Context: an optimization exercise on an open-source flow, tuned for small area, a short achievable clock period and few clock cycles. The choices shown serve that exercise and are no tape-out recipe.
The RTL was checked by simulation tests, not by an equivalence proof against the original design.
Power and IR drop assume default switching activity.

==> exp/violet: inputs <==
// fex_core
module fex_core (
    input  wire        clk,
    input  wire        rst,
    output reg         mem_valid,
    output reg         mem_we,
    output wire [15:0] mem_addr,
    output wire [3:0]  mem_bank,
    output reg  [7:0]  mem_wdata,
    input  wire        mem_ready,
    input  wire [7:0]  mem_rdata,
    output wire        in_ready,
    input  wire        in_valid,
    input  wire [7:0]  in_data,
    input  wire        in_end,
    output wire        out_valid,
    output wire [7:0]  out_data,
    output wire        halted,
    output reg  [1:0]  fault,
    input  wire [2:0]  dbg_sel,
    output wire [15:0] dbg_data
);
Settings: LEC_CHECK=0, CAP_MARGIN=20, CORE_MARGIN=2, CORE_UTILIZATION=40, SETUP_SLACK_MARGIN=3.5, SLEW_MARGIN=20; clock period 8.0 ns.
run.sh (not shown) runs the stock make flow with config.mk's settings and CLKGATE_MAP_FILE= SYNTH_SCRIPT=/design/flow/synth_recipe.tcl, a recipe that flattens the netlist after the stock synthesis.
==> inputs of exp/quartz, as changes to exp/violet <==
--- a/flow/design.v
+++ b/flow/design.v
@@ -46,16 +46,17 @@
     reg [3:0]  bank;          
     reg [7:0]  flags;
     reg [4:0]  state;
     reg [5:0]  opi;           
     reg [2:0]  rr;            
     reg [15:0] ad;            
     reg [15:0] bw;            
     reg [15:0] quo;           
+    reg [15:0] rem;           
     reg [3:0]  cnt;
     reg [7:0]  wd;            
     reg        c_sub, c_mul, c_div;   
     wire [7:0] rd = mem_rdata;
     wire [5:0] mdiff  = {1'b0, rd[4:0]} - {3'd0, rd[7:5]};
     wire [5:0] rd_mod = mdiff[5] ? mdiff + 6'd33 : mdiff;
     reg f0_nop, f0_stk, f0_not, f0_sub, f0_mul, f0_div;
     always @(*) begin
@@ -171,39 +172,36 @@
     wire        stkad = (state == S_S1) || (state == S_S3) || (state == S_S5) ||
                         (((state == S_L1) || (state == S_W1)) && (o_push || o_pop));
     wire [15:0] isum  = ad + 16'd1;
     wire [15:0] adinc = {isum[15] & ~stkad, isum[14:0]};
     wire [14:0] sp_m2 = sp - 15'd2;
     wire [15:0] tgt   = {rd, bw[7:0]};
     wire st_md = (state == S_MD);
     wire st_s4 = (state == S_S4);
-    wire [15:0] ax = st_md ? {ad[14:0], c_div & quo[15]} : quo;
+    wire [15:0] ax = st_md ? {rem[14:0], c_div & quo[15]} : quo;
     wire        asub = c_sub;
     wire [15:0] ay = (c_mul & st_md) ? (quo[15] ? bw : 16'd0) : (c_sub ? ~bw : bw);
     wire [16:0] asum = {1'b0, ax} + {1'b0, ay} + {16'd0, asub};
-    wire        div_ge = ad[15] | asum[16];
+    wire        div_ge = rem[15] | asum[16];
     wire b_zero  = (bw == 16'd0);
     wire md_skip = b_zero | ((rd == 8'd0) & (quo[7:0] == 8'd0));
     wire lo_eq  = (quo[7:0] == bw[7:0]);
     wire lo_gt  = (quo[7:0] > bw[7:0]);
     wire cmp_eq = (rd == bw[15:8]) & lo_eq;
     wire cmp_gt = (rd > bw[15:8]) | ((rd == bw[15:8]) & lo_gt);
-    wire       hsel = (state == S_S5);
-    wire [7:0] qa   = hsel ? quo[15:8]  : quo[7:0];
-    wire [7:0] qb   = hsel ? bw[15:8]   : bw[7:0];
-    wire [7:0] sb   = hsel ? asum[15:8] : asum[7:0];
-    reg  [7:0] res;
+    reg [15:0] res;
     always @(*) begin
-        if (o_mul | o_div) res = qa;
-        else if (o_and) res = qa & qb;
-        else if (o_or)  res = qa | qb;
-        else if (o_xor) res = qa ^ qb;
-        else if (o_not) res = ~qb;
-        else            res = sb;
+        if (o_mul)      res = rem;
+        else if (o_div) res = quo;
+        else if (o_and) res = quo & bw;
+        else if (o_or)  res = quo | bw;
+        else if (o_xor) res = quo ^ bw;
+        else if (o_not) res = ~bw;
+        else            res = asum[15:0];
     end
     always @(*) begin
         mem_valid = 1'b0;
         mem_we    = 1'b0;
         mem_wdata = wd;
         case (state)
             S_F0, S_F1, S_F2, S_F3, S_L1, S_L2, S_S1, S_S2, S_S3, S_S4, S_OUT:
                 mem_valid = 1'b1;
@@ -346,27 +344,21 @@
             end
             S_S3: if (mem_ready) begin
                 ad_src = 3'd1; nstate = S_S4;
             end
             S_S4: if (mem_ready) begin
                 if (o_cmp) begin
                     ad_src = 3'd2; ip_nip = 1'b1; nstate = S_F0;
                 end else begin
-                    if ((o_mul | o_div) & ~md_skip) begin
-                        ad_src = 3'd7; nstate = S_MD;      
-                    end else begin
-                        ad_src = 3'd4; nstate = S_S5;
-                    end
+                    ad_src = 3'd4;
+                    nstate = ((o_mul | o_div) & ~md_skip) ? S_MD : S_S5;
                 end
             end
-            S_MD: begin
-                if (cnt == 4'd15) begin ad_src = 3'd4; nstate = S_S5; end
-                else ad_src = 3'd7;
-            end
+            S_MD: if (cnt == 4'd15) nstate = S_S5;
             S_S5: if (mem_ready) begin
                 ad_src = 3'd1; nstate = S_S6;
             end
             S_S6: if (mem_ready) begin
                 ad_src = 3'd2; ip_nip = 1'b1; nstate = S_F0;
             end
             S_OUT: if (mem_ready) begin
                 if (rd == 8'd0) begin ad_src = 3'd2; ip_nip = 1'b1; nstate = S_F0; end
@@ -386,17 +378,16 @@
     always @(*) begin
         case (ad_src)
             3'd1: ad_n = adinc;
             3'd2: ad_n = nip;
             3'd3: ad_n = {1'b0, sp};
             3'd4: ad_n = {1'b0, sp_m2};
             3'd5: ad_n = rf;
             3'd6: ad_n = tgt;
-            3'd7: ad_n = st_md ? ((c_mul | div_ge) ? asum[15:0] : ax) : 16'd0;
             default: ad_n = ad;
         endcase
     end
     always @(posedge clk) begin
         if (rst) begin
             state <= S_F0;
             ad    <= 16'h8000;
             ip    <= 16'h8000;
@@ -430,41 +421,44 @@
     always @(posedge clk) begin
         if (st_f1)
             wd <= o_sta ? ra[7:0] : o_stb ? rb[7:0] : rf[7:0];
         else if (state == S_W1 && (mem_ready || ad[15]))
             wd <= rf[15:8];
         else if (state == S_S2)
             wd <= ~bw[7:0];                        
         else if (st_s4)
-            wd <= (c_mul | c_div) ? {8{c_div & b_zero}} : res;
+            wd <= (c_mul | c_div) ? {8{c_div & b_zero}} : res[7:0];
         else if (state == S_S5 && mem_ready)
-            wd <= res;
+            wd <= res[15:8];
         else if (st_md)
             wd <= c_div ? {quo[6:0], div_ge} : asum[7:0];
         if (state == S_F0 && mem_ready) begin
             opi   <= rd_mod;
             c_sub <= f0_sub;
             c_mul <= f0_mul;
             c_div <= f0_div;
         end
         if (st_f1 && mem_ready) begin
             rr <= (o_lda | o_sta) ? 3'd0 : (o_ldb | o_stb) ? 3'd1 : rd[2:0];
         end
         if (mem_ready && (st_f1 || (state == S_F2) || (state == S_S1)))
             bw[7:0] <= rd;
         if (mem_ready && (state == S_S2))
             bw[15:8] <= rd;
         if (st_md) begin
-            if (c_mul && cnt == 4'd15) quo <= asum[15:0];
-            else quo <= {quo[14:0], c_div & div_ge};
+            rem <= (c_mul | div_ge) ? asum[15:0] : ax;
+            quo <= {quo[14:0], c_div & div_ge};
             cnt <= cnt + 4'd1;
         end else begin
             if (mem_ready && (state == S_S3)) quo[7:0] <= rd;
             if (mem_ready && st_s4) begin
-                if ((c_mul | c_div) & b_zero) quo <= {16{c_div}};
+                if (c_div & b_zero) quo <= 16'hFFFF;
                 else quo[15:8] <= rd;
             end
-            if (st_s4) cnt <= 4'd0;
+            if (st_s4) begin
+                rem <= 16'd0;
+                cnt <= 4'd0;
+            end
         end
     end
 endmodule
 `default_nettype wire
Settings changed: CORE_UTILIZATION 40 to 60, PLACE_DENSITY set to 0.75.
==> comparison <==
In exp/violet the total power is smaller than in exp/quartz, by about 15%. Between exp/quartz and exp/violet, the lower clock power is in exp/violet (gap 30%, measured against exp/violet). In exp/quartz the combinational power is larger than in exp/violet, by 15%. Against exp/quartz, the sequential power of exp/violet is smaller by about 10%. Of exp/violet and exp/quartz, exp/quartz has the higher critical path depth (gap 13). Global-route usage: exp/violet is lower than exp/quartz (15 points). Of exp/quartz and exp/violet, exp/quartz has the higher sequential share of layout area (gap 1.7 points). Against exp/violet, the synthesized area of exp/quartz is higher by 2.5%.
Testbench counts of exp/violet, summed over its fixed seeds: cycles 145,563.
Testbench counts of exp/quartz, summed over its fixed seeds: cycles 145,563.

## static timing again, ports no longer ideal
The flow's constraints put no driver on any port. The routed layouts listed below were extracted and timed again, unchanged, in two steps. Step 1: set_driving_cell puts a clkbuf_16 on clk and a buf_2 on each other input, an assumption about the parent block. Step 2 moves the port delays by t, midway between the first and last clock arrival at a register: inputs arrive t later, outputs are due t later. That takes back most of the time a late clock gives input paths. Slacks: no drivers / after step 1 / after step 2; pairs: no drivers / after step 1.
run | t (ns) | setup slack, ns | hold WS [ns] | worst register clock-pin slew, ns | worst data-port slew with drivers (ns)
exp/violet | 0.529 | 3.540 / 3.391 / 3.060 | 0.466 / 0.466 / 0.466 | 0.09 / 0.09 | 0.17
exp/quartz | 0.596 | 3.377 / 3.288 / 2.928 | 0.468 / 0.468 / 0.468 | 0.07 / 0.07 | 0.14
After both steps setup and hold are still met in every run listed. For exp/violet, which loses most, drivers alone change the setup slack by -0.149 ns; drivers and shift together by -0.480 ns.
